From an optimization exercise on the open Yosys and OpenROAD flow, aimed at a short achievable clock period and few clock cycles; shortcuts taken in it are not production practice. In this exercise RTL edits were held to simulation tests only and were not proved equivalent to the original. Power figures rest on the tool's default switching activity, not on a simulated workload.

==> flow/design.v <==
module bcd_clock_core (
    input  wire        clk,
    input  wire        rst,         
    input  wire        cmd_valid,
    input  wire [31:0] cmd,
    input  wire [31:0] now,
    output wire        cmd_ready,
    output wire        bus_req,
    output wire        bus_we,
    output wire [7:0]  bus_addr,
    output wire [7:0]  bus_wdata,
    input  wire        bus_done,
    input  wire [7:0]  bus_rdata,
    input  wire        bus_err,
    output wire [3:0]  led_hour,
    output wire [5:0]  led_min,
    output wire [15:0] pwm,
    output wire [15:0] result,
    output wire [7:0]  status
);
    localparam [15:0] PWM_MAX     = 16'd1024;
    localparam        SEC_HALT    = 1'b0;
    localparam [1:0] REG_SEC  = 2'h0;
    localparam [1:0] REG_MIN  = 2'h1;
    localparam [1:0] REG_HOUR = 2'h2;
    localparam [3:0] OP_DEC  = 4'h1, OP_ENC  = 4'h2, OP_TO12 = 4'h3,
                     OP_HLED = 4'h4, OP_MLED = 4'h5, OP_BRT  = 4'h6,
                     OP_DEB  = 4'h7, OP_INCH = 4'h8, OP_INCM = 4'h9,
                     OP_BTNH = 4'hA, OP_BTNM = 4'hB, OP_SYNC = 4'hC,
                     OP_REF  = 4'hD;
    localparam integer T_INCH_RD  = 0,    
                       T_INCH_WR  = 1,    
                       T_INCM_RD  = 2,    
                       T_CARRY_RD = 3,    
                       T_CARRY_WR = 4,    
                       T_INCM_WR  = 5,    
                       T_SYNC_WH  = 6,    
                       T_SYNC_WM  = 7,
                       T_SYNC_WS  = 8,    
                       T_REF_RH   = 9,    
                       T_REF_RM   = 10,
                       T_REF_RS   = 11;   
    function [6:0] t_enc;
        input [5:0] x;
        begin
            case (x)
                6'd0: t_enc = 7'h0;
                6'd1: t_enc = 7'h1;
                6'd2: t_enc = 7'h2;
                6'd3: t_enc = 7'h3;
                6'd4: t_enc = 7'h4;
                6'd5: t_enc = 7'h5;
                6'd6: t_enc = 7'h6;
                6'd7: t_enc = 7'h7;
                6'd8: t_enc = 7'h8;
                6'd9: t_enc = 7'h9;
                6'd10: t_enc = 7'h10;
                6'd11: t_enc = 7'h11;
                6'd12: t_enc = 7'h12;
                6'd13: t_enc = 7'h13;
                6'd14: t_enc = 7'h14;
                6'd15: t_enc = 7'h15;
                6'd16: t_enc = 7'h16;
                6'd17: t_enc = 7'h17;
                6'd18: t_enc = 7'h18;
                6'd19: t_enc = 7'h19;
                6'd20: t_enc = 7'h20;
                6'd21: t_enc = 7'h21;
                6'd22: t_enc = 7'h22;
                6'd23: t_enc = 7'h23;
                6'd24: t_enc = 7'h24;
                6'd25: t_enc = 7'h25;
                6'd26: t_enc = 7'h26;
                6'd27: t_enc = 7'h27;
                6'd28: t_enc = 7'h28;
                6'd29: t_enc = 7'h29;
                6'd30: t_enc = 7'h30;
                6'd31: t_enc = 7'h31;
                6'd32: t_enc = 7'h32;
                6'd33: t_enc = 7'h33;
                6'd34: t_enc = 7'h34;
                6'd35: t_enc = 7'h35;
                6'd36: t_enc = 7'h36;
                6'd37: t_enc = 7'h37;
                6'd38: t_enc = 7'h38;
                6'd39: t_enc = 7'h39;
                6'd40: t_enc = 7'h40;
                6'd41: t_enc = 7'h41;
                6'd42: t_enc = 7'h42;
                6'd43: t_enc = 7'h43;
                6'd44: t_enc = 7'h44;
                6'd45: t_enc = 7'h45;
                6'd46: t_enc = 7'h46;
                6'd47: t_enc = 7'h47;
                6'd48: t_enc = 7'h48;
                6'd49: t_enc = 7'h49;
                6'd50: t_enc = 7'h50;
                6'd51: t_enc = 7'h51;
                6'd52: t_enc = 7'h52;
                6'd53: t_enc = 7'h53;
                6'd54: t_enc = 7'h54;
                6'd55: t_enc = 7'h55;
                6'd56: t_enc = 7'h56;
                6'd57: t_enc = 7'h57;
                6'd58: t_enc = 7'h58;
                6'd59: t_enc = 7'h59;
                6'd60: t_enc = 7'h0;
                6'd61: t_enc = 7'h0;
                6'd62: t_enc = 7'h0;
                6'd63: t_enc = 7'h0;
                default: t_enc = 7'h0;
            endcase
        end
    endfunction
    function [10:0] t_bright;
        input [5:0] x;
        begin
            case (x)
                6'd0: t_bright = 11'h0;
                6'd1: t_bright = 11'h11;
                6'd2: t_bright = 11'h23;
                6'd3: t_bright = 11'h34;
                6'd4: t_bright = 11'h45;
                6'd5: t_bright = 11'h57;
                6'd6: t_bright = 11'h68;
                6'd7: t_bright = 11'h79;
                6'd8: t_bright = 11'h8b;
                6'd9: t_bright = 11'h9c;
                6'd10: t_bright = 11'hae;
                6'd11: t_bright = 11'hbf;
                6'd12: t_bright = 11'hd0;
                6'd13: t_bright = 11'he2;
                6'd14: t_bright = 11'hf3;
                6'd15: t_bright = 11'h104;
                6'd16: t_bright = 11'h116;
                6'd17: t_bright = 11'h127;
                6'd18: t_bright = 11'h138;
                6'd19: t_bright = 11'h14a;
                6'd20: t_bright = 11'h15b;
                6'd21: t_bright = 11'h16c;
                6'd22: t_bright = 11'h17e;
                6'd23: t_bright = 11'h18f;
                6'd24: t_bright = 11'h1a1;
                6'd25: t_bright = 11'h1b2;
                6'd26: t_bright = 11'h1c3;
                6'd27: t_bright = 11'h1d5;
                6'd28: t_bright = 11'h1e6;
                6'd29: t_bright = 11'h1f7;
                6'd30: t_bright = 11'h209;
                6'd31: t_bright = 11'h21a;
                6'd32: t_bright = 11'h22b;
                6'd33: t_bright = 11'h23d;
                6'd34: t_bright = 11'h24e;
                6'd35: t_bright = 11'h25f;
                6'd36: t_bright = 11'h271;
                6'd37: t_bright = 11'h282;
                6'd38: t_bright = 11'h294;
                6'd39: t_bright = 11'h2a5;
                6'd40: t_bright = 11'h2b6;
                6'd41: t_bright = 11'h2c8;
                6'd42: t_bright = 11'h2d9;
                6'd43: t_bright = 11'h2ea;
                6'd44: t_bright = 11'h2fc;
                6'd45: t_bright = 11'h30d;
                6'd46: t_bright = 11'h31e;
                6'd47: t_bright = 11'h330;
                6'd48: t_bright = 11'h341;
                6'd49: t_bright = 11'h352;
                6'd50: t_bright = 11'h364;
                6'd51: t_bright = 11'h375;
                6'd52: t_bright = 11'h387;
                6'd53: t_bright = 11'h398;
                6'd54: t_bright = 11'h3a9;
                6'd55: t_bright = 11'h3bb;
                6'd56: t_bright = 11'h3cc;
                6'd57: t_bright = 11'h3dd;
                6'd58: t_bright = 11'h3ef;
                6'd59: t_bright = 11'h400;
                6'd60: t_bright = 11'h0;
                6'd61: t_bright = 11'h0;
                6'd62: t_bright = 11'h0;
                6'd63: t_bright = 11'h0;
                default: t_bright = 11'h0;
            endcase
        end
    endfunction
    function [4:0] t_enc12;
        input [4:0] x;
        begin
            case (x)
                5'd0: t_enc12 = 5'h0;
                5'd1: t_enc12 = 5'h1;
                5'd2: t_enc12 = 5'h2;
                5'd3: t_enc12 = 5'h3;
                5'd4: t_enc12 = 5'h4;
                5'd5: t_enc12 = 5'h5;
                5'd6: t_enc12 = 5'h6;
                5'd7: t_enc12 = 5'h7;
                5'd8: t_enc12 = 5'h8;
                5'd9: t_enc12 = 5'h9;
                5'd10: t_enc12 = 5'h10;
                5'd11: t_enc12 = 5'h11;
                5'd12: t_enc12 = 5'h12;
                5'd13: t_enc12 = 5'h1;
                5'd14: t_enc12 = 5'h2;
                5'd15: t_enc12 = 5'h3;
                5'd16: t_enc12 = 5'h4;
                5'd17: t_enc12 = 5'h5;
                5'd18: t_enc12 = 5'h6;
                5'd19: t_enc12 = 5'h7;
                5'd20: t_enc12 = 5'h8;
                5'd21: t_enc12 = 5'h9;
                5'd22: t_enc12 = 5'h10;
                5'd23: t_enc12 = 5'h11;
                5'd24: t_enc12 = 5'h0;
                5'd25: t_enc12 = 5'h0;
                5'd26: t_enc12 = 5'h0;
                5'd27: t_enc12 = 5'h0;
                5'd28: t_enc12 = 5'h0;
                5'd29: t_enc12 = 5'h0;
                5'd30: t_enc12 = 5'h0;
                5'd31: t_enc12 = 5'h0;
                default: t_enc12 = 5'h0;
            endcase
        end
    endfunction
    function [3:0] t_to12;
        input [4:0] x;
        begin
            case (x)
                5'd0: t_to12 = 4'h0;
                5'd1: t_to12 = 4'h1;
                5'd2: t_to12 = 4'h2;
                5'd3: t_to12 = 4'h3;
                5'd4: t_to12 = 4'h4;
                5'd5: t_to12 = 4'h5;
                5'd6: t_to12 = 4'h6;
                5'd7: t_to12 = 4'h7;
                5'd8: t_to12 = 4'h8;
                5'd9: t_to12 = 4'h9;
                5'd10: t_to12 = 4'ha;
                5'd11: t_to12 = 4'hb;
                5'd12: t_to12 = 4'hc;
                5'd13: t_to12 = 4'h1;
                5'd14: t_to12 = 4'h2;
                5'd15: t_to12 = 4'h3;
                5'd16: t_to12 = 4'h4;
                5'd17: t_to12 = 4'h5;
                5'd18: t_to12 = 4'h6;
                5'd19: t_to12 = 4'h7;
                5'd20: t_to12 = 4'h8;
                5'd21: t_to12 = 4'h9;
                5'd22: t_to12 = 4'ha;
                5'd23: t_to12 = 4'hb;
                5'd24: t_to12 = 4'h0;
                5'd25: t_to12 = 4'h0;
                5'd26: t_to12 = 4'h0;
                5'd27: t_to12 = 4'h0;
                5'd28: t_to12 = 4'h0;
                5'd29: t_to12 = 4'h0;
                5'd30: t_to12 = 4'h0;
                5'd31: t_to12 = 4'h0;
                default: t_to12 = 4'h0;
            endcase
        end
    endfunction
    function [6:0] t_dec;
        input [6:0] x;
        begin
            case (x)
                7'd0: t_dec = 7'h0;
                7'd1: t_dec = 7'h1;
                7'd2: t_dec = 7'h2;
                7'd3: t_dec = 7'h3;
                7'd4: t_dec = 7'h4;
                7'd5: t_dec = 7'h5;
                7'd6: t_dec = 7'h6;
                7'd7: t_dec = 7'h7;
                7'd8: t_dec = 7'h8;
                7'd9: t_dec = 7'h9;
                7'd10: t_dec = 7'ha;
                7'd11: t_dec = 7'hb;
                7'd12: t_dec = 7'hc;
                7'd13: t_dec = 7'hd;
                7'd14: t_dec = 7'he;
                7'd15: t_dec = 7'hf;
                7'd16: t_dec = 7'ha;
                7'd17: t_dec = 7'hb;
                7'd18: t_dec = 7'hc;
                7'd19: t_dec = 7'hd;
                7'd20: t_dec = 7'he;
                7'd21: t_dec = 7'hf;
                7'd22: t_dec = 7'h10;
                7'd23: t_dec = 7'h11;
                7'd24: t_dec = 7'h12;
                7'd25: t_dec = 7'h13;
                7'd26: t_dec = 7'h14;
                7'd27: t_dec = 7'h15;
                7'd28: t_dec = 7'h16;
                7'd29: t_dec = 7'h17;
                7'd30: t_dec = 7'h18;
                7'd31: t_dec = 7'h19;
                7'd32: t_dec = 7'h14;
                7'd33: t_dec = 7'h15;
                7'd34: t_dec = 7'h16;
                7'd35: t_dec = 7'h17;
                7'd36: t_dec = 7'h18;
                7'd37: t_dec = 7'h19;
                7'd38: t_dec = 7'h1a;
                7'd39: t_dec = 7'h1b;
                7'd40: t_dec = 7'h1c;
                7'd41: t_dec = 7'h1d;
                7'd42: t_dec = 7'h1e;
                7'd43: t_dec = 7'h1f;
                7'd44: t_dec = 7'h20;
                7'd45: t_dec = 7'h21;
                7'd46: t_dec = 7'h22;
                7'd47: t_dec = 7'h23;
                7'd48: t_dec = 7'h1e;
                7'd49: t_dec = 7'h1f;
                7'd50: t_dec = 7'h20;
                7'd51: t_dec = 7'h21;
                7'd52: t_dec = 7'h22;
                7'd53: t_dec = 7'h23;
                7'd54: t_dec = 7'h24;
                7'd55: t_dec = 7'h25;
                7'd56: t_dec = 7'h26;
                7'd57: t_dec = 7'h27;
                7'd58: t_dec = 7'h28;
                7'd59: t_dec = 7'h29;
                7'd60: t_dec = 7'h2a;
                7'd61: t_dec = 7'h2b;
                7'd62: t_dec = 7'h2c;
                7'd63: t_dec = 7'h2d;
                7'd64: t_dec = 7'h28;
                7'd65: t_dec = 7'h29;
                7'd66: t_dec = 7'h2a;
                7'd67: t_dec = 7'h2b;
                7'd68: t_dec = 7'h2c;
                7'd69: t_dec = 7'h2d;
                7'd70: t_dec = 7'h2e;
                7'd71: t_dec = 7'h2f;
                7'd72: t_dec = 7'h30;
                7'd73: t_dec = 7'h31;
                7'd74: t_dec = 7'h32;
                7'd75: t_dec = 7'h33;
                7'd76: t_dec = 7'h34;
                7'd77: t_dec = 7'h35;
                7'd78: t_dec = 7'h36;
                7'd79: t_dec = 7'h37;
                7'd80: t_dec = 7'h32;
                7'd81: t_dec = 7'h33;
                7'd82: t_dec = 7'h34;
                7'd83: t_dec = 7'h35;
                7'd84: t_dec = 7'h36;
                7'd85: t_dec = 7'h37;
                7'd86: t_dec = 7'h38;
                7'd87: t_dec = 7'h39;
                7'd88: t_dec = 7'h3a;
                7'd89: t_dec = 7'h3b;
                7'd90: t_dec = 7'h3c;
                7'd91: t_dec = 7'h3d;
                7'd92: t_dec = 7'h3e;
                7'd93: t_dec = 7'h3f;
                7'd94: t_dec = 7'h40;
                7'd95: t_dec = 7'h41;
                7'd96: t_dec = 7'h3c;
                7'd97: t_dec = 7'h3d;
                7'd98: t_dec = 7'h3e;
                7'd99: t_dec = 7'h3f;
                7'd100: t_dec = 7'h40;
                7'd101: t_dec = 7'h41;
                7'd102: t_dec = 7'h42;
                7'd103: t_dec = 7'h43;
                7'd104: t_dec = 7'h44;
                7'd105: t_dec = 7'h45;
                7'd106: t_dec = 7'h46;
                7'd107: t_dec = 7'h47;
                7'd108: t_dec = 7'h48;
                7'd109: t_dec = 7'h49;
                7'd110: t_dec = 7'h4a;
                7'd111: t_dec = 7'h4b;
                7'd112: t_dec = 7'h46;
                7'd113: t_dec = 7'h47;
                7'd114: t_dec = 7'h48;
                7'd115: t_dec = 7'h49;
                7'd116: t_dec = 7'h4a;
                7'd117: t_dec = 7'h4b;
                7'd118: t_dec = 7'h4c;
                7'd119: t_dec = 7'h4d;
                7'd120: t_dec = 7'h4e;
                7'd121: t_dec = 7'h4f;
                7'd122: t_dec = 7'h50;
                7'd123: t_dec = 7'h51;
                7'd124: t_dec = 7'h52;
                7'd125: t_dec = 7'h53;
                7'd126: t_dec = 7'h54;
                7'd127: t_dec = 7'h55;
                default: t_dec = 7'h0;
            endcase
        end
    endfunction
    function [6:0] t_inch;
        input [5:0] x;
        begin
            case (x)
                6'd0: t_inch = 7'h1;
                6'd1: t_inch = 7'h2;
                6'd2: t_inch = 7'h3;
                6'd3: t_inch = 7'h4;
                6'd4: t_inch = 7'h5;
                6'd5: t_inch = 7'h6;
                6'd6: t_inch = 7'h7;
                6'd7: t_inch = 7'h8;
                6'd8: t_inch = 7'h9;
                6'd9: t_inch = 7'h10;
                6'd10: t_inch = 7'h11;
                6'd11: t_inch = 7'h12;
                6'd12: t_inch = 7'h13;
                6'd13: t_inch = 7'h14;
                6'd14: t_inch = 7'h15;
                6'd15: t_inch = 7'h16;
                6'd16: t_inch = 7'h11;
                6'd17: t_inch = 7'h12;
                6'd18: t_inch = 7'h13;
                6'd19: t_inch = 7'h14;
                6'd20: t_inch = 7'h15;
                6'd21: t_inch = 7'h16;
                6'd22: t_inch = 7'h17;
                6'd23: t_inch = 7'h18;
                6'd24: t_inch = 7'h19;
                6'd25: t_inch = 7'h20;
                6'd26: t_inch = 7'h21;
                6'd27: t_inch = 7'h22;
                6'd28: t_inch = 7'h23;
                6'd29: t_inch = 7'h0;
                6'd30: t_inch = 7'h40;
                6'd31: t_inch = 7'h40;
                6'd32: t_inch = 7'h21;
                6'd33: t_inch = 7'h22;
                6'd34: t_inch = 7'h23;
                6'd35: t_inch = 7'h0;
                6'd36: t_inch = 7'h40;
                6'd37: t_inch = 7'h40;
                6'd38: t_inch = 7'h40;
                6'd39: t_inch = 7'h40;
                6'd40: t_inch = 7'h40;
                6'd41: t_inch = 7'h40;
                6'd42: t_inch = 7'h40;
                6'd43: t_inch = 7'h40;
                6'd44: t_inch = 7'h40;
                6'd45: t_inch = 7'h40;
                6'd46: t_inch = 7'h40;
                6'd47: t_inch = 7'h40;
                6'd48: t_inch = 7'h40;
                6'd49: t_inch = 7'h40;
                6'd50: t_inch = 7'h40;
                6'd51: t_inch = 7'h40;
                6'd52: t_inch = 7'h40;
                6'd53: t_inch = 7'h40;
                6'd54: t_inch = 7'h40;
                6'd55: t_inch = 7'h40;
                6'd56: t_inch = 7'h40;
                6'd57: t_inch = 7'h40;
                6'd58: t_inch = 7'h40;
                6'd59: t_inch = 7'h40;
                6'd60: t_inch = 7'h40;
                6'd61: t_inch = 7'h40;
                6'd62: t_inch = 7'h40;
                6'd63: t_inch = 7'h40;
                default: t_inch = 7'h0;
            endcase
        end
    endfunction
    function [8:0] t_incm;
        input [6:0] x;
        begin
            case (x)
                7'd0: t_incm = 9'h1;
                7'd1: t_incm = 9'h2;
                7'd2: t_incm = 9'h3;
                7'd3: t_incm = 9'h4;
                7'd4: t_incm = 9'h5;
                7'd5: t_incm = 9'h6;
                7'd6: t_incm = 9'h7;
                7'd7: t_incm = 9'h8;
                7'd8: t_incm = 9'h9;
                7'd9: t_incm = 9'h10;
                7'd10: t_incm = 9'h11;
                7'd11: t_incm = 9'h12;
                7'd12: t_incm = 9'h13;
                7'd13: t_incm = 9'h14;
                7'd14: t_incm = 9'h15;
                7'd15: t_incm = 9'h16;
                7'd16: t_incm = 9'h11;
                7'd17: t_incm = 9'h12;
                7'd18: t_incm = 9'h13;
                7'd19: t_incm = 9'h14;
                7'd20: t_incm = 9'h15;
                7'd21: t_incm = 9'h16;
                7'd22: t_incm = 9'h17;
                7'd23: t_incm = 9'h18;
                7'd24: t_incm = 9'h19;
                7'd25: t_incm = 9'h20;
                7'd26: t_incm = 9'h21;
                7'd27: t_incm = 9'h22;
                7'd28: t_incm = 9'h23;
                7'd29: t_incm = 9'h24;
                7'd30: t_incm = 9'h25;
                7'd31: t_incm = 9'h26;
                7'd32: t_incm = 9'h21;
                7'd33: t_incm = 9'h22;
                7'd34: t_incm = 9'h23;
                7'd35: t_incm = 9'h24;
                7'd36: t_incm = 9'h25;
                7'd37: t_incm = 9'h26;
                7'd38: t_incm = 9'h27;
                7'd39: t_incm = 9'h28;
                7'd40: t_incm = 9'h29;
                7'd41: t_incm = 9'h30;
                7'd42: t_incm = 9'h31;
                7'd43: t_incm = 9'h32;
                7'd44: t_incm = 9'h33;
                7'd45: t_incm = 9'h34;
                7'd46: t_incm = 9'h35;
                7'd47: t_incm = 9'h36;
                7'd48: t_incm = 9'h31;
                7'd49: t_incm = 9'h32;
                7'd50: t_incm = 9'h33;
                7'd51: t_incm = 9'h34;
                7'd52: t_incm = 9'h35;
                7'd53: t_incm = 9'h36;
                7'd54: t_incm = 9'h37;
                7'd55: t_incm = 9'h38;
                7'd56: t_incm = 9'h39;
                7'd57: t_incm = 9'h40;
                7'd58: t_incm = 9'h41;
                7'd59: t_incm = 9'h42;
                7'd60: t_incm = 9'h43;
                7'd61: t_incm = 9'h44;
                7'd62: t_incm = 9'h45;
                7'd63: t_incm = 9'h46;
                7'd64: t_incm = 9'h41;
                7'd65: t_incm = 9'h42;
                7'd66: t_incm = 9'h43;
                7'd67: t_incm = 9'h44;
                7'd68: t_incm = 9'h45;
                7'd69: t_incm = 9'h46;
                7'd70: t_incm = 9'h47;
                7'd71: t_incm = 9'h48;
                7'd72: t_incm = 9'h49;
                7'd73: t_incm = 9'h50;
                7'd74: t_incm = 9'h51;
                7'd75: t_incm = 9'h52;
                7'd76: t_incm = 9'h53;
                7'd77: t_incm = 9'h54;
                7'd78: t_incm = 9'h55;
                7'd79: t_incm = 9'h56;
                7'd80: t_incm = 9'h51;
                7'd81: t_incm = 9'h52;
                7'd82: t_incm = 9'h53;
                7'd83: t_incm = 9'h54;
                7'd84: t_incm = 9'h55;
                7'd85: t_incm = 9'h56;
                7'd86: t_incm = 9'h57;
                7'd87: t_incm = 9'h58;
                7'd88: t_incm = 9'h59;
                7'd89: t_incm = 9'h80;
                7'd90: t_incm = 9'h100;
                7'd91: t_incm = 9'h100;
                7'd92: t_incm = 9'h100;
                7'd93: t_incm = 9'h100;
                7'd94: t_incm = 9'h100;
                7'd95: t_incm = 9'h100;
                7'd96: t_incm = 9'h100;
                7'd97: t_incm = 9'h100;
                7'd98: t_incm = 9'h100;
                7'd99: t_incm = 9'h100;
                7'd100: t_incm = 9'h100;
                7'd101: t_incm = 9'h100;
                7'd102: t_incm = 9'h100;
                7'd103: t_incm = 9'h100;
                7'd104: t_incm = 9'h100;
                7'd105: t_incm = 9'h100;
                7'd106: t_incm = 9'h100;
                7'd107: t_incm = 9'h100;
                7'd108: t_incm = 9'h100;
                7'd109: t_incm = 9'h100;
                7'd110: t_incm = 9'h100;
                7'd111: t_incm = 9'h100;
                7'd112: t_incm = 9'h100;
                7'd113: t_incm = 9'h100;
                7'd114: t_incm = 9'h100;
                7'd115: t_incm = 9'h100;
                7'd116: t_incm = 9'h100;
                7'd117: t_incm = 9'h100;
                7'd118: t_incm = 9'h100;
                7'd119: t_incm = 9'h100;
                7'd120: t_incm = 9'h100;
                7'd121: t_incm = 9'h100;
                7'd122: t_incm = 9'h100;
                7'd123: t_incm = 9'h100;
                7'd124: t_incm = 9'h100;
                7'd125: t_incm = 9'h100;
                7'd126: t_incm = 9'h100;
                7'd127: t_incm = 9'h100;
                default: t_incm = 9'h0;
            endcase
        end
    endfunction
    function [3:0] t_ref_hour;
        input [5:0] x;
        begin
            case (x)
                6'd0: t_ref_hour = 4'h0;
                6'd1: t_ref_hour = 4'h1;
                6'd2: t_ref_hour = 4'h2;
                6'd3: t_ref_hour = 4'h3;
                6'd4: t_ref_hour = 4'h4;
                6'd5: t_ref_hour = 4'h5;
                6'd6: t_ref_hour = 4'h6;
                6'd7: t_ref_hour = 4'h7;
                6'd8: t_ref_hour = 4'h8;
                6'd9: t_ref_hour = 4'h9;
                6'd10: t_ref_hour = 4'ha;
                6'd11: t_ref_hour = 4'hb;
                6'd12: t_ref_hour = 4'hc;
                6'd13: t_ref_hour = 4'h1;
                6'd14: t_ref_hour = 4'h2;
                6'd15: t_ref_hour = 4'h3;
                6'd16: t_ref_hour = 4'ha;
                6'd17: t_ref_hour = 4'hb;
                6'd18: t_ref_hour = 4'hc;
                6'd19: t_ref_hour = 4'h1;
                6'd20: t_ref_hour = 4'h2;
                6'd21: t_ref_hour = 4'h3;
                6'd22: t_ref_hour = 4'h4;
                6'd23: t_ref_hour = 4'h5;
                6'd24: t_ref_hour = 4'h6;
                6'd25: t_ref_hour = 4'h7;
                6'd26: t_ref_hour = 4'h8;
                6'd27: t_ref_hour = 4'h9;
                6'd28: t_ref_hour = 4'ha;
                6'd29: t_ref_hour = 4'hb;
                6'd30: t_ref_hour = 4'h0;
                6'd31: t_ref_hour = 4'h0;
                6'd32: t_ref_hour = 4'h8;
                6'd33: t_ref_hour = 4'h9;
                6'd34: t_ref_hour = 4'ha;
                6'd35: t_ref_hour = 4'hb;
                6'd36: t_ref_hour = 4'h0;
                6'd37: t_ref_hour = 4'h0;
                6'd38: t_ref_hour = 4'h0;
                6'd39: t_ref_hour = 4'h0;
                6'd40: t_ref_hour = 4'h0;
                6'd41: t_ref_hour = 4'h0;
                6'd42: t_ref_hour = 4'h0;
                6'd43: t_ref_hour = 4'h0;
                6'd44: t_ref_hour = 4'h0;
                6'd45: t_ref_hour = 4'h0;
                6'd46: t_ref_hour = 4'h0;
                6'd47: t_ref_hour = 4'h0;
                6'd48: t_ref_hour = 4'h0;
                6'd49: t_ref_hour = 4'h0;
                6'd50: t_ref_hour = 4'h0;
                6'd51: t_ref_hour = 4'h0;
                6'd52: t_ref_hour = 4'h0;
                6'd53: t_ref_hour = 4'h0;
                6'd54: t_ref_hour = 4'h0;
                6'd55: t_ref_hour = 4'h0;
                6'd56: t_ref_hour = 4'h0;
                6'd57: t_ref_hour = 4'h0;
                6'd58: t_ref_hour = 4'h0;
                6'd59: t_ref_hour = 4'h0;
                6'd60: t_ref_hour = 4'h0;
                6'd61: t_ref_hour = 4'h0;
                6'd62: t_ref_hour = 4'h0;
                6'd63: t_ref_hour = 4'h0;
                default: t_ref_hour = 4'h0;
            endcase
        end
    endfunction
    function [6:0] t_ref_min;
        input [6:0] x;
        begin
            case (x)
                7'd0: t_ref_min = 7'h0;
                7'd1: t_ref_min = 7'h1;
                7'd2: t_ref_min = 7'h2;
                7'd3: t_ref_min = 7'h3;
                7'd4: t_ref_min = 7'h4;
                7'd5: t_ref_min = 7'h5;
                7'd6: t_ref_min = 7'h6;
                7'd7: t_ref_min = 7'h7;
                7'd8: t_ref_min = 7'h8;
                7'd9: t_ref_min = 7'h9;
                7'd10: t_ref_min = 7'ha;
                7'd11: t_ref_min = 7'hb;
                7'd12: t_ref_min = 7'hc;
                7'd13: t_ref_min = 7'hd;
                7'd14: t_ref_min = 7'he;
                7'd15: t_ref_min = 7'hf;
                7'd16: t_ref_min = 7'ha;
                7'd17: t_ref_min = 7'hb;
                7'd18: t_ref_min = 7'hc;
                7'd19: t_ref_min = 7'hd;
                7'd20: t_ref_min = 7'he;
                7'd21: t_ref_min = 7'hf;
                7'd22: t_ref_min = 7'h10;
                7'd23: t_ref_min = 7'h11;
                7'd24: t_ref_min = 7'h12;
                7'd25: t_ref_min = 7'h13;
                7'd26: t_ref_min = 7'h14;
                7'd27: t_ref_min = 7'h15;
                7'd28: t_ref_min = 7'h16;
                7'd29: t_ref_min = 7'h17;
                7'd30: t_ref_min = 7'h18;
                7'd31: t_ref_min = 7'h19;
                7'd32: t_ref_min = 7'h14;
                7'd33: t_ref_min = 7'h15;
                7'd34: t_ref_min = 7'h16;
                7'd35: t_ref_min = 7'h17;
                7'd36: t_ref_min = 7'h18;
                7'd37: t_ref_min = 7'h19;
                7'd38: t_ref_min = 7'h1a;
                7'd39: t_ref_min = 7'h1b;
                7'd40: t_ref_min = 7'h1c;
                7'd41: t_ref_min = 7'h1d;
                7'd42: t_ref_min = 7'h1e;
                7'd43: t_ref_min = 7'h1f;
                7'd44: t_ref_min = 7'h20;
                7'd45: t_ref_min = 7'h21;
                7'd46: t_ref_min = 7'h22;
                7'd47: t_ref_min = 7'h23;
                7'd48: t_ref_min = 7'h1e;
                7'd49: t_ref_min = 7'h1f;
                7'd50: t_ref_min = 7'h20;
                7'd51: t_ref_min = 7'h21;
                7'd52: t_ref_min = 7'h22;
                7'd53: t_ref_min = 7'h23;
                7'd54: t_ref_min = 7'h24;
                7'd55: t_ref_min = 7'h25;
                7'd56: t_ref_min = 7'h26;
                7'd57: t_ref_min = 7'h27;
                7'd58: t_ref_min = 7'h28;
                7'd59: t_ref_min = 7'h29;
                7'd60: t_ref_min = 7'h2a;
                7'd61: t_ref_min = 7'h2b;
                7'd62: t_ref_min = 7'h2c;
                7'd63: t_ref_min = 7'h2d;
                7'd64: t_ref_min = 7'h28;
                7'd65: t_ref_min = 7'h29;
                7'd66: t_ref_min = 7'h2a;
                7'd67: t_ref_min = 7'h2b;
                7'd68: t_ref_min = 7'h2c;
                7'd69: t_ref_min = 7'h2d;
                7'd70: t_ref_min = 7'h2e;
                7'd71: t_ref_min = 7'h2f;
                7'd72: t_ref_min = 7'h30;
                7'd73: t_ref_min = 7'h31;
                7'd74: t_ref_min = 7'h32;
                7'd75: t_ref_min = 7'h33;
                7'd76: t_ref_min = 7'h34;
                7'd77: t_ref_min = 7'h35;
                7'd78: t_ref_min = 7'h36;
                7'd79: t_ref_min = 7'h37;
                7'd80: t_ref_min = 7'h32;
                7'd81: t_ref_min = 7'h33;
                7'd82: t_ref_min = 7'h34;
                7'd83: t_ref_min = 7'h35;
                7'd84: t_ref_min = 7'h36;
                7'd85: t_ref_min = 7'h37;
                7'd86: t_ref_min = 7'h38;
                7'd87: t_ref_min = 7'h39;
                7'd88: t_ref_min = 7'h3a;
                7'd89: t_ref_min = 7'h3b;
                7'd90: t_ref_min = 7'h40;
                7'd91: t_ref_min = 7'h40;
                7'd92: t_ref_min = 7'h40;
                7'd93: t_ref_min = 7'h40;
                7'd94: t_ref_min = 7'h40;
                7'd95: t_ref_min = 7'h40;
                7'd96: t_ref_min = 7'h40;
                7'd97: t_ref_min = 7'h40;
                7'd98: t_ref_min = 7'h40;
                7'd99: t_ref_min = 7'h40;
                7'd100: t_ref_min = 7'h40;
                7'd101: t_ref_min = 7'h40;
                7'd102: t_ref_min = 7'h40;
                7'd103: t_ref_min = 7'h40;
                7'd104: t_ref_min = 7'h40;
                7'd105: t_ref_min = 7'h40;
                7'd106: t_ref_min = 7'h40;
                7'd107: t_ref_min = 7'h40;
                7'd108: t_ref_min = 7'h40;
                7'd109: t_ref_min = 7'h40;
                7'd110: t_ref_min = 7'h40;
                7'd111: t_ref_min = 7'h40;
                7'd112: t_ref_min = 7'h40;
                7'd113: t_ref_min = 7'h40;
                7'd114: t_ref_min = 7'h40;
                7'd115: t_ref_min = 7'h40;
                7'd116: t_ref_min = 7'h40;
                7'd117: t_ref_min = 7'h40;
                7'd118: t_ref_min = 7'h40;
                7'd119: t_ref_min = 7'h40;
                7'd120: t_ref_min = 7'h40;
                7'd121: t_ref_min = 7'h40;
                7'd122: t_ref_min = 7'h40;
                7'd123: t_ref_min = 7'h40;
                7'd124: t_ref_min = 7'h40;
                7'd125: t_ref_min = 7'h40;
                7'd126: t_ref_min = 7'h40;
                7'd127: t_ref_min = 7'h40;
                default: t_ref_min = 7'h0;
            endcase
        end
    endfunction
    function [11:0] t_ref_sec;
        input [6:0] x;
        begin
            case (x)
                7'd0: t_ref_sec = 12'h0;
                7'd1: t_ref_sec = 12'h11;
                7'd2: t_ref_sec = 12'h23;
                7'd3: t_ref_sec = 12'h34;
                7'd4: t_ref_sec = 12'h45;
                7'd5: t_ref_sec = 12'h57;
                7'd6: t_ref_sec = 12'h68;
                7'd7: t_ref_sec = 12'h79;
                7'd8: t_ref_sec = 12'h8b;
                7'd9: t_ref_sec = 12'h9c;
                7'd10: t_ref_sec = 12'hae;
                7'd11: t_ref_sec = 12'hbf;
                7'd12: t_ref_sec = 12'hd0;
                7'd13: t_ref_sec = 12'he2;
                7'd14: t_ref_sec = 12'hf3;
                7'd15: t_ref_sec = 12'h104;
                7'd16: t_ref_sec = 12'hae;
                7'd17: t_ref_sec = 12'hbf;
                7'd18: t_ref_sec = 12'hd0;
                7'd19: t_ref_sec = 12'he2;
                7'd20: t_ref_sec = 12'hf3;
                7'd21: t_ref_sec = 12'h104;
                7'd22: t_ref_sec = 12'h116;
                7'd23: t_ref_sec = 12'h127;
                7'd24: t_ref_sec = 12'h138;
                7'd25: t_ref_sec = 12'h14a;
                7'd26: t_ref_sec = 12'h15b;
                7'd27: t_ref_sec = 12'h16c;
                7'd28: t_ref_sec = 12'h17e;
                7'd29: t_ref_sec = 12'h18f;
                7'd30: t_ref_sec = 12'h1a1;
                7'd31: t_ref_sec = 12'h1b2;
                7'd32: t_ref_sec = 12'h15b;
                7'd33: t_ref_sec = 12'h16c;
                7'd34: t_ref_sec = 12'h17e;
                7'd35: t_ref_sec = 12'h18f;
                7'd36: t_ref_sec = 12'h1a1;
                7'd37: t_ref_sec = 12'h1b2;
                7'd38: t_ref_sec = 12'h1c3;
                7'd39: t_ref_sec = 12'h1d5;
                7'd40: t_ref_sec = 12'h1e6;
                7'd41: t_ref_sec = 12'h1f7;
                7'd42: t_ref_sec = 12'h209;
                7'd43: t_ref_sec = 12'h21a;
                7'd44: t_ref_sec = 12'h22b;
                7'd45: t_ref_sec = 12'h23d;
                7'd46: t_ref_sec = 12'h24e;
                7'd47: t_ref_sec = 12'h25f;
                7'd48: t_ref_sec = 12'h209;
                7'd49: t_ref_sec = 12'h21a;
                7'd50: t_ref_sec = 12'h22b;
                7'd51: t_ref_sec = 12'h23d;
                7'd52: t_ref_sec = 12'h24e;
                7'd53: t_ref_sec = 12'h25f;
                7'd54: t_ref_sec = 12'h271;
                7'd55: t_ref_sec = 12'h282;
                7'd56: t_ref_sec = 12'h294;
                7'd57: t_ref_sec = 12'h2a5;
                7'd58: t_ref_sec = 12'h2b6;
                7'd59: t_ref_sec = 12'h2c8;
                7'd60: t_ref_sec = 12'h2d9;
                7'd61: t_ref_sec = 12'h2ea;
                7'd62: t_ref_sec = 12'h2fc;
                7'd63: t_ref_sec = 12'h30d;
                7'd64: t_ref_sec = 12'h2b6;
                7'd65: t_ref_sec = 12'h2c8;
                7'd66: t_ref_sec = 12'h2d9;
                7'd67: t_ref_sec = 12'h2ea;
                7'd68: t_ref_sec = 12'h2fc;
                7'd69: t_ref_sec = 12'h30d;
                7'd70: t_ref_sec = 12'h31e;
                7'd71: t_ref_sec = 12'h330;
                7'd72: t_ref_sec = 12'h341;
                7'd73: t_ref_sec = 12'h352;
                7'd74: t_ref_sec = 12'h364;
                7'd75: t_ref_sec = 12'h375;
                7'd76: t_ref_sec = 12'h387;
                7'd77: t_ref_sec = 12'h398;
                7'd78: t_ref_sec = 12'h3a9;
                7'd79: t_ref_sec = 12'h3bb;
                7'd80: t_ref_sec = 12'h364;
                7'd81: t_ref_sec = 12'h375;
                7'd82: t_ref_sec = 12'h387;
                7'd83: t_ref_sec = 12'h398;
                7'd84: t_ref_sec = 12'h3a9;
                7'd85: t_ref_sec = 12'h3bb;
                7'd86: t_ref_sec = 12'h3cc;
                7'd87: t_ref_sec = 12'h3dd;
                7'd88: t_ref_sec = 12'h3ef;
                7'd89: t_ref_sec = 12'h400;
                7'd90: t_ref_sec = 12'h800;
                7'd91: t_ref_sec = 12'h800;
                7'd92: t_ref_sec = 12'h800;
                7'd93: t_ref_sec = 12'h800;
                7'd94: t_ref_sec = 12'h800;
                7'd95: t_ref_sec = 12'h800;
                7'd96: t_ref_sec = 12'h800;
                7'd97: t_ref_sec = 12'h800;
                7'd98: t_ref_sec = 12'h800;
                7'd99: t_ref_sec = 12'h800;
                7'd100: t_ref_sec = 12'h800;
                7'd101: t_ref_sec = 12'h800;
                7'd102: t_ref_sec = 12'h800;
                7'd103: t_ref_sec = 12'h800;
                7'd104: t_ref_sec = 12'h800;
                7'd105: t_ref_sec = 12'h800;
                7'd106: t_ref_sec = 12'h800;
                7'd107: t_ref_sec = 12'h800;
                7'd108: t_ref_sec = 12'h800;
                7'd109: t_ref_sec = 12'h800;
                7'd110: t_ref_sec = 12'h800;
                7'd111: t_ref_sec = 12'h800;
                7'd112: t_ref_sec = 12'h800;
                7'd113: t_ref_sec = 12'h800;
                7'd114: t_ref_sec = 12'h800;
                7'd115: t_ref_sec = 12'h800;
                7'd116: t_ref_sec = 12'h800;
                7'd117: t_ref_sec = 12'h800;
                7'd118: t_ref_sec = 12'h800;
                7'd119: t_ref_sec = 12'h800;
                7'd120: t_ref_sec = 12'h800;
                7'd121: t_ref_sec = 12'h800;
                7'd122: t_ref_sec = 12'h800;
                7'd123: t_ref_sec = 12'h800;
                7'd124: t_ref_sec = 12'h800;
                7'd125: t_ref_sec = 12'h800;
                7'd126: t_ref_sec = 12'h800;
                7'd127: t_ref_sec = 12'h800;
                default: t_ref_sec = 12'h0;
            endcase
        end
    endfunction
    reg        ready;           
    reg        req_r;
    reg        we_r;
    reg [1:0]  addr_r;
    reg [6:0]  wdata_r;         
    reg [11:0] step;            
    reg [5:0]  sync_b;          
    reg [5:0]  sync_c;
    reg [3:0]  ref_hour;        
    reg [5:0]  ref_min;         
    reg        ref_min_bad;     
    reg        last_valid;
    reg [31:0] last_ts;
    reg [3:0]  out_hour;
    reg [5:0]  out_min;
    reg [10:0] pwm_r;           
    reg [10:0] result_r;        
    reg        result_ok;       
    reg        disp_ok;         
    reg        dom_err, bus_err_f, ill_err, acc;
    assign cmd_ready = ready & ~rst;
    assign bus_req   = req_r;
    assign bus_we    = we_r;
    assign bus_addr  = {6'd0, addr_r};
    assign bus_wdata = {1'b0, wdata_r};
    assign led_hour  = out_hour & {4{disp_ok}};
    assign led_min   = out_min & {6{disp_ok}};
    assign pwm       = {5'd0, pwm_r & {11{disp_ok}}};
    assign result    = {5'd0, result_r & {11{result_ok}}};
    assign status    = {3'b000, ~ready, acc, ill_err, bus_err_f, dom_err};
    wire [3:0] op  = cmd[31:28];
    wire [1:0] rsv = cmd[27:26];
    wire [1:0] sel = cmd[25:24];
    wire [7:0] fa  = cmd[23:16];
    wire [7:0] fb  = cmd[15:8];
    wire [7:0] fc  = cmd[7:0];
    wire rsv0   = (rsv == 2'd0);
    wire sel0   = (sel == 2'd0);
    wire selok  = (sel != 2'd3);
    wire ab0    = (cmd[23:8] == 16'd0);
    wire c0     = (fc == 8'd0);
    reg legal;
    always @(*) begin
        case (op)
            OP_DEC:                        legal = rsv0 && selok && ab0;
            OP_ENC, OP_TO12, OP_HLED,
            OP_MLED, OP_BRT:               legal = rsv0 && sel0 && ab0;
            OP_DEB:                        legal = rsv0 && selok && ab0 && c0;
            OP_INCH, OP_INCM, OP_BTNH,
            OP_BTNM, OP_REF:               legal = rsv0 && sel0 && ab0 && c0;
            OP_SYNC:                       legal = rsv0 && sel0;
            default:                       legal = 1'b0;
        endcase
    end
    wire [8:0]  lo_diff  = {1'b0, now[7:0]} - {1'b0, last_ts[7:0]};
    wire [23:0] ts_hi1   = last_ts[31:8] + 24'd1;
    wire        hi_eq0   = (now[31:8] == last_ts[31:8]);
    wire        hi_eq1   = (now[31:8] == ts_hi1);
    wire        in_window = (lo_diff[7:0] <= 8'd200) && (lo_diff[8] ? hi_eq1 : hi_eq0);
    wire        accept   = !last_valid || !in_window;
    wire c_big = (fc[7:6] != 2'd0) || (fc[5:2] == 4'hF);
    wire b_big = (fb[7:6] != 2'd0) || (fb[5:2] == 4'hF);
    wire [6:0] dec_c   = t_dec({fc[6] & ~sel0, fc[5:0]});
    wire [3:0] to12_c  = (fc[7:5] == 3'd0) ? t_to12(fc[4:0]) : 4'd0;
    wire [4:0] enc12_a = (fa[7:5] == 3'd0) ? t_enc12(fa[4:0]) : 5'd0;
    wire [6:0]  inch_v = t_inch(bus_rdata[5:0]);      
    wire [8:0]  incm_v = t_incm(bus_rdata[6:0]);      
    wire [11:0] sec_v  = t_ref_sec(bus_rdata[6:0]);   
    wire [6:0]  min_v  = t_ref_min(bus_rdata[6:0]);   
    wire take = ready & cmd_valid;
    always @(posedge clk) begin
        if (ready) begin
            if (take) begin
                if (!legal) begin
                    ill_err <= 1'b1;
                end else begin
                    if (op == OP_DEC || op == OP_TO12 || op == OP_HLED || op == OP_DEB ||
                        ((op == OP_ENC || op == OP_MLED || op == OP_BRT) && !c_big))
                        result_ok <= 1'b1;
                    case (op)
                        OP_DEC:  result_r <= {4'd0, dec_c};
                        OP_ENC:  if (c_big) dom_err <= 1'b1;
                                 else result_r <= {4'd0, t_enc(fc[5:0])};
                        OP_TO12: result_r <= {7'd0, to12_c};
                        OP_HLED: result_r <= {7'd0, to12_c};
                        OP_MLED: if (c_big) dom_err <= 1'b1;
                                 else result_r <= {5'd0, fc[5:0]};
                        OP_BRT:  if (c_big) dom_err <= 1'b1;
                                 else result_r <= t_bright(fc[5:0]);
                        OP_DEB: begin
                            acc      <= accept;
                            result_r <= {10'd0, accept};
                            if (accept) begin
                                last_ts    <= now;
                                last_valid <= 1'b1;
                            end
                        end
                        OP_INCH: begin
                            ready  <= 1'b0;
                            req_r  <= 1'b1;
                            we_r   <= 1'b0;
                            addr_r <= REG_HOUR;
                            step   <= 12'd1 << T_INCH_RD;
                        end
                        OP_INCM: begin
                            ready  <= 1'b0;
                            req_r  <= 1'b1;
                            we_r   <= 1'b0;
                            addr_r <= REG_MIN;
                            step   <= 12'd1 << T_INCM_RD;
                        end
                        OP_BTNH, OP_BTNM: begin
                            acc <= accept;
                            if (accept) begin
                                last_ts    <= now;
                                last_valid <= 1'b1;
                                ready      <= 1'b0;
                                req_r      <= 1'b1;
                                we_r       <= 1'b0;
                                addr_r     <= op[0] ? REG_MIN : REG_HOUR;
                                step       <= op[0] ? (12'd1 << T_INCM_RD) : (12'd1 << T_INCH_RD);
                            end
                        end
                        OP_SYNC: begin
                            acc <= accept;
                            if (accept) begin
                                last_ts    <= now;
                                last_valid <= 1'b1;
                                if (b_big || c_big) begin
                                    dom_err <= 1'b1;
                                end else begin
                                    ready   <= 1'b0;
                                    req_r   <= 1'b1;
                                    we_r    <= 1'b1;
                                    addr_r  <= REG_HOUR;
                                    wdata_r <= {2'b00, enc12_a};
                                    step    <= 12'd1 << T_SYNC_WH;
                                end
                            end
                        end
                        OP_REF: begin
                            ready  <= 1'b0;
                            req_r  <= 1'b1;
                            we_r   <= 1'b0;
                            addr_r <= REG_HOUR;
                            step   <= 12'd1 << T_REF_RH;
                        end
                        default: ;
                    endcase
                end
                sync_b <= fb[5:0];
                sync_c <= fc[5:0];
            end
        end else if (bus_done) begin
            if (bus_err) begin
                bus_err_f <= 1'b1;
                ready     <= 1'b1;
                req_r     <= 1'b0;
            end else begin
                if (step[T_INCH_RD] || step[T_CARRY_RD]) begin
                    if (inch_v[6]) begin
                        dom_err <= 1'b1;
                        ready   <= 1'b1;
                        req_r   <= 1'b0;
                    end else begin
                        we_r    <= 1'b1;
                        wdata_r <= {1'b0, inch_v[5:0]};
                        step    <= step[T_INCH_RD] ? (12'd1 << T_INCH_WR) : (12'd1 << T_CARRY_WR);
                    end
                end
                if (step[T_INCM_RD]) begin
                    if (incm_v[8]) begin
                        dom_err <= 1'b1;
                        ready   <= 1'b1;
                        req_r   <= 1'b0;
                    end else if (incm_v[7]) begin
                        addr_r  <= REG_HOUR;
                        step    <= 12'd1 << T_CARRY_RD;
                    end else begin
                        we_r    <= 1'b1;
                        wdata_r <= incm_v[6:0];
                        step    <= 12'd1 << T_INCM_WR;
                    end
                end
                if (step[T_CARRY_WR]) begin
                    addr_r  <= REG_MIN;
                    wdata_r <= 7'h00;
                    step    <= 12'd1 << T_INCM_WR;
                end
                if (step[T_SYNC_WH]) begin
                    addr_r  <= REG_MIN;
                    wdata_r <= t_enc(sync_b);
                    step    <= 12'd1 << T_SYNC_WM;
                end
                if (step[T_SYNC_WM]) begin
                    addr_r  <= REG_SEC;
                    wdata_r <= t_enc(sync_c);     
                    step    <= 12'd1 << T_SYNC_WS;
                end
                if (step[T_REF_RH]) begin
                    ref_hour <= t_ref_hour(bus_rdata[5:0]);
                    addr_r   <= REG_MIN;
                    step     <= 12'd1 << T_REF_RM;
                end
                if (step[T_REF_RM]) begin
                    ref_min     <= min_v[5:0];
                    ref_min_bad <= min_v[6];
                    addr_r      <= REG_SEC;
                    step        <= 12'd1 << T_REF_RS;
                end
                if (step[T_REF_RS]) begin
                    if (ref_min_bad || sec_v[11]) begin
                        dom_err <= 1'b1;
                    end else begin
                        disp_ok  <= 1'b1;
                        out_hour <= ref_hour;
                        out_min  <= ref_min;
                        pwm_r    <= sec_v[10:0];
                    end
                end
                if (step[T_INCH_WR] || step[T_INCM_WR] || step[T_SYNC_WS] || step[T_REF_RS]) begin
                    ready <= 1'b1;
                    req_r <= 1'b0;
                end
            end
        end
        if (rst) begin
            ready      <= 1'b1;
            req_r      <= 1'b0;
            last_valid <= 1'b0;
            result_ok  <= 1'b0;
            disp_ok    <= 1'b0;
            dom_err    <= 1'b0;
            bus_err_f  <= 1'b0;
            ill_err    <= 1'b0;
            acc        <= 1'b0;
        end
    end
endmodule
==> flow/flow/run.sh <==
#!/bin/bash
set -euo pipefail
here=$(pwd)
bash standard.sh \
  SETUP_SLACK_MARGIN=12.5 \
  "BUFFER_PORTS_ARGS=-buffer_cell sky130_fd_sc_hd__buf_4" \
  "IO_CONSTRAINTS=$here/flow/io.tcl" \
  finish > standard_flow.log 2>&1
==> flow/flow/io.tcl <==
# Keep the reset input next to cmd_ready: the only combinational path from an
# input port to an output port runs between them.
set_io_pin_constraint -group -order -pin_names {rst cmd_ready}
==> flow/standard.sh <==
#!/bin/bash
# synth_recipe.tcl (not shown) runs the flow's synth.tcl, then flattens the netlist and writes it again
# the make line also repeats each setting of config.mk as NAME=value (left out here)
make -C /OpenROAD-flow-scripts/flow DESIGN_CONFIG=/design/flow/config.mk WORK_HOME=/design/flow/orfs CLKGATE_MAP_FILE= SYNTH_SCRIPT=/design/flow/synth_recipe.tcl "${@:-finish}"
==> flow/config.mk <==
export PLATFORM = sky130hd
export DESIGN_NAME = bcd_clock_core
export DESIGN_NICKNAME = bcd_clock_core
export VERILOG_FILES = /design/flow/design.v
export SDC_FILE = /design/flow/constraint.sdc
export NUM_CORES = 4
export LEC_CHECK = 0
export CAP_MARGIN = 20
export CORE_MARGIN = 2
export CORE_UTILIZATION = 40
export SLEW_MARGIN = 20
==> flow/constraint.sdc <==
create_clock -name core_clock -period 20.0 [get_ports {clk}]
set_input_delay 4.0000 -clock core_clock [delete_from_list [all_inputs] [get_ports {clk}]]
set_output_delay 4.0000 -clock core_clock [all_outputs]
set_load 0.01 [all_outputs]
==> summary.txt <==
- Number of synthesized flops with an enable pin: roughly 110
- Post-Syn Area: about 11000 µm²
- Layout Cells excl Fill: ~1.8k
- Syn Inst Count: around 1.3k
- Synth Flop Type: edfxtp_1
- Chip width: between 150 and 200 µm
- Worst Tran Pin Value: 1.06 ns
- Worst IR Drop VDD: approximately 0.000049 V
- Layout area overhead: 15.2%
- Synth Area per Inst: around 8.4 µm²
- Die height: roughly 170 µm
- Synth warn: 1
- Placed Cells incl. Taps: ~1.8k
- Worst reg2reg path startpoint: last_ts[5]$_DFFE_PP_
- Seq/Total Area, Yosys: between 30% and 40%
- Post-DP HPWL: roughly 22000 µm
- Max cap viols: 0
- Hold Crit Class: register to register
- Area leader, netlist: edfxtp_1
- Global-route wire length before repair: a little under 50000 µm
- CP Max Fanout: 2
- Routed WL per cell: around 17 µm
- Antenna Nets Post-Route: 0
- CP endpoint: cmd_ready
- CP startpoint: rst
- Area post-placement: ~12000 µm²
- Share of cells above drive strength 1: between 10% and 20%
- CTS sink cnt: approximately 130
- Leak: slightly above 5 nW
- Async set-or-reset flop fraction in the synthesized netlist: 0%
- Period minus WS final: 8.27 ns
- CTS tree: done
- Top post-synthesis cells by count: 128 x nor2_1, 109 x edfxtp_1, 107 x nand2_1
- I/O Pins: roughly 150
- R2R setup slack: about 16 ns
- Drt via density: ~5.8
- Netlist cell types: 90
- Worst-case reg-to-reg path depth: 10
- WL final: ~31000 µm
- Worst EP required: approximately 16 ns
- GP Congestion: between 0.8 and 0.9
- Largest net degree at the start of global routing: between 70 and 80
- Fin area: 13000 µm²
- Arr. time, crit path: between 4 and 5 ns
- DRT iter0 DRCs: between 900 and 1k
- Final Cycle Share: roughly two fifths
- Finished Core Util: between 40% and 50%
- Grt ovf: 0
- Final Net Count: ~1.5k
- Top post-synthesis cells by area: edfxtp_1 29%, ha_1 6.3%, a21oi_1 4.4%
- CTS hold repair buffers: 0
- Clk buf depth: 2
- CTS buffer count: 17
- Root Buffer: clkbuf_16
- Worst R2R End: wdata_r[5]$_SDFFCE_PP0P_
- Count leader, synth: nor2_1
- Slew Limit Fails: 0
- Status: complete, no violations
- Residual DRC: 0
- Fin. Hold Viols: 0
- Site row count: 61
- DR vias: 10.3k
- Vias in the first global route: a little over 9k
- Die ar.: 29600 µm²
- Overall routing resource usage: roughly a fifth
- Port Buf Inserts: approximately 120
- Endpoint class of the critical path: output port
- Clock latency on the worst-skew pair: about 0.42 ns
- Clock-pin slew on the worst setup and hold paths: roughly 0.060 ns
- Upper clock frequency limit: roughly 120 MHz
- Power Dens Cells: slightly above 60 nW/µm²
- Initial core utilization: approximately two fifths
- RSZ-0062 raised after global routing: yes
- CP Class: input pin to output port
- Initial antenna violation count: 1
- Area share of the largest cell type after synthesis: roughly 29%
- Max_slew headroom: between 20% and 30%
- H-tree depth: 4
- Drt pass-1 iters: 5
- Core area: 27800 µm²
- Final setup viols: 0
- CP Launch Type: input pin
- Seq cells post-synth: approximately 130
- Setup_tns: 0 ns
- Clk_skew: between 0.01 and 0.015 ns
-- cells in the final DEF (no fill, tap or decap), types with 22 or more instances in the layout --
| cell type | instances |
|---|---|
| nor3_1 | 33 |
| mux2i_1 | 29 |
| nor2_1 | 127 |
| dfxtp_1 | 23 |
| a211oi_1 | 23 |
| nand3_1 | 38 |
| inv_1 | 48 |
| buf_4 | 129 |
| nand2_1 | 107 |
| a21oi_1 | 99 |
| and2_1 | 44 |
| nor2b_1 | 23 |
| nand2b_1 | 28 |
| and3_1 | 22 |
| o22ai_1 | 23 |
| o211ai_1 | 28 |
| ha_1 | 57 |
| o21ai_0 | 79 |
| edfxtp_1 | 109 |
-- per-stage QoR --
stage / setup WS (ns) / power, mW / hold WS (ns)
after floorplan: 11.75 / 0.421 / 0.400
after global placement: 11.60 / 0.460 / 0.404
after detailed placement: 11.60 / 0.462 / 0.407
after CTS: 11.72 / 0.799 / 0.416
after global routing: 11.71 / 0.829 / 0.428
final: 11.73 / 0.794 / 0.415
-- kinds of logic after synthesis --
| logic type | after synthesis | synth area share (%) |
|---|---|---|
| other cells | 1 | 0.0332 |
| buf+inv | 162 | 6.29 |
| simple gates | 503 | 22.9 |
| flops | 132 | 33.1 |
| compound gates | 414 | 24.2 |
| mux | 41 | 4.57 |
| xor+xnor | 32 | 2.48 |
| fa+ha+maj | 58 | 6.41 |
-- timing repair --
| action | CTS | global route |
|---|---|---|
| endpoints found under the setup margin | 1 | 1 |
| buffers inserted | 1 | 0 |
| resized for setup | 4 | 0 |
| pin swaps | 1 | 0 |
-- final cells by class --
cell class | instances | area, µm²
Fill cell | 2795 | 14800
Multi-Input combinational cell | 1068 | 6940
Sequential cell | 132 | 3730
Timing Repair Buffer | 132 | 1030
Clock buffer | 21 | 504
Tap cell | 378 | 473
Inverter | 52 | 195
Clock inverter | 11 | 133
Antenna cell | 1 | 2.50
-- layer usage --
layer  share of wire (%)  GRT usage [%]  vias up
li1                    -              -     5115
met2                  45           32.7      349
met1                  47           30.7     4840
met4                 1.2           5.01        0
met3                 6.2           2.88       25
met5                   0              0        -
-- worst min path at each step --
stage                     cells after the start                       from  slack (ns)                    end
after detailed placement                      0       ref_min[4]$_DFFE_PP_        0.41   out_min[4]$_DFFE_PP_
after CTS                                     0       ref_min[3]$_DFFE_PP_        0.42   out_min[3]$_DFFE_PP_
after floorplan                               0      ref_hour[0]$_DFFE_PP_        0.40  out_hour[0]$_DFFE_PP_
after global routing                          0       ref_min[3]$_DFFE_PP_        0.43   out_min[3]$_DFFE_PP_
after global placement                        0  ref_hour[2]$_SDFFCE_PP0P_        0.40  out_hour[2]$_DFFE_PP_
final                                         0       ref_min[3]$_DFFE_PP_        0.42   out_min[3]$_DFFE_PP_
-- where the power goes --
part	switching [mW]	total (mW)	internal (mW)
sequential	0.00168	0.305	0.303
clock	0.127	0.336	0.209
combinational	0.0945	0.154	0.0595
total	0.223	0.794	0.571
-- critical path, stage by stage --
cell    delay (ns)
buf_12        0.10
nor2_4        0.07
buf_6         0.10
Testbench counts, summed over its fixed seeds: cycles 1,058,249.

-- port drivers added, routing unchanged --
The flow's constraints put no driver on any port. The routed layout listed below was extracted and timed again, unchanged, in two steps.
Step 1 sets driving cells, clkbuf_16 on the clock port and buf_2 on the other inputs (assumed; they add their load-dependent delay and slew).
Step 2 times the ports against the registers' clock, not the clock port: input delays grow and output delays shrink by t, the midpoint of the rising clock arrivals with the driver on.
a / b / c = ideal / step 1 / step 2; a / b = the first two.
t, ns: 0.463
slack for setup (ns): 11.728 / 11.679 / 11.679
clock arrival spread, ns: 0.014 / 0.014
worst register clock-pin slew, ns: 0.07 / 0.07
pins driven straight from the clock port: 1
After both steps setup and hold are still met in this run. For this run, drivers alone change the setup slack by -0.049 ns; drivers and shift together by -0.049 ns.
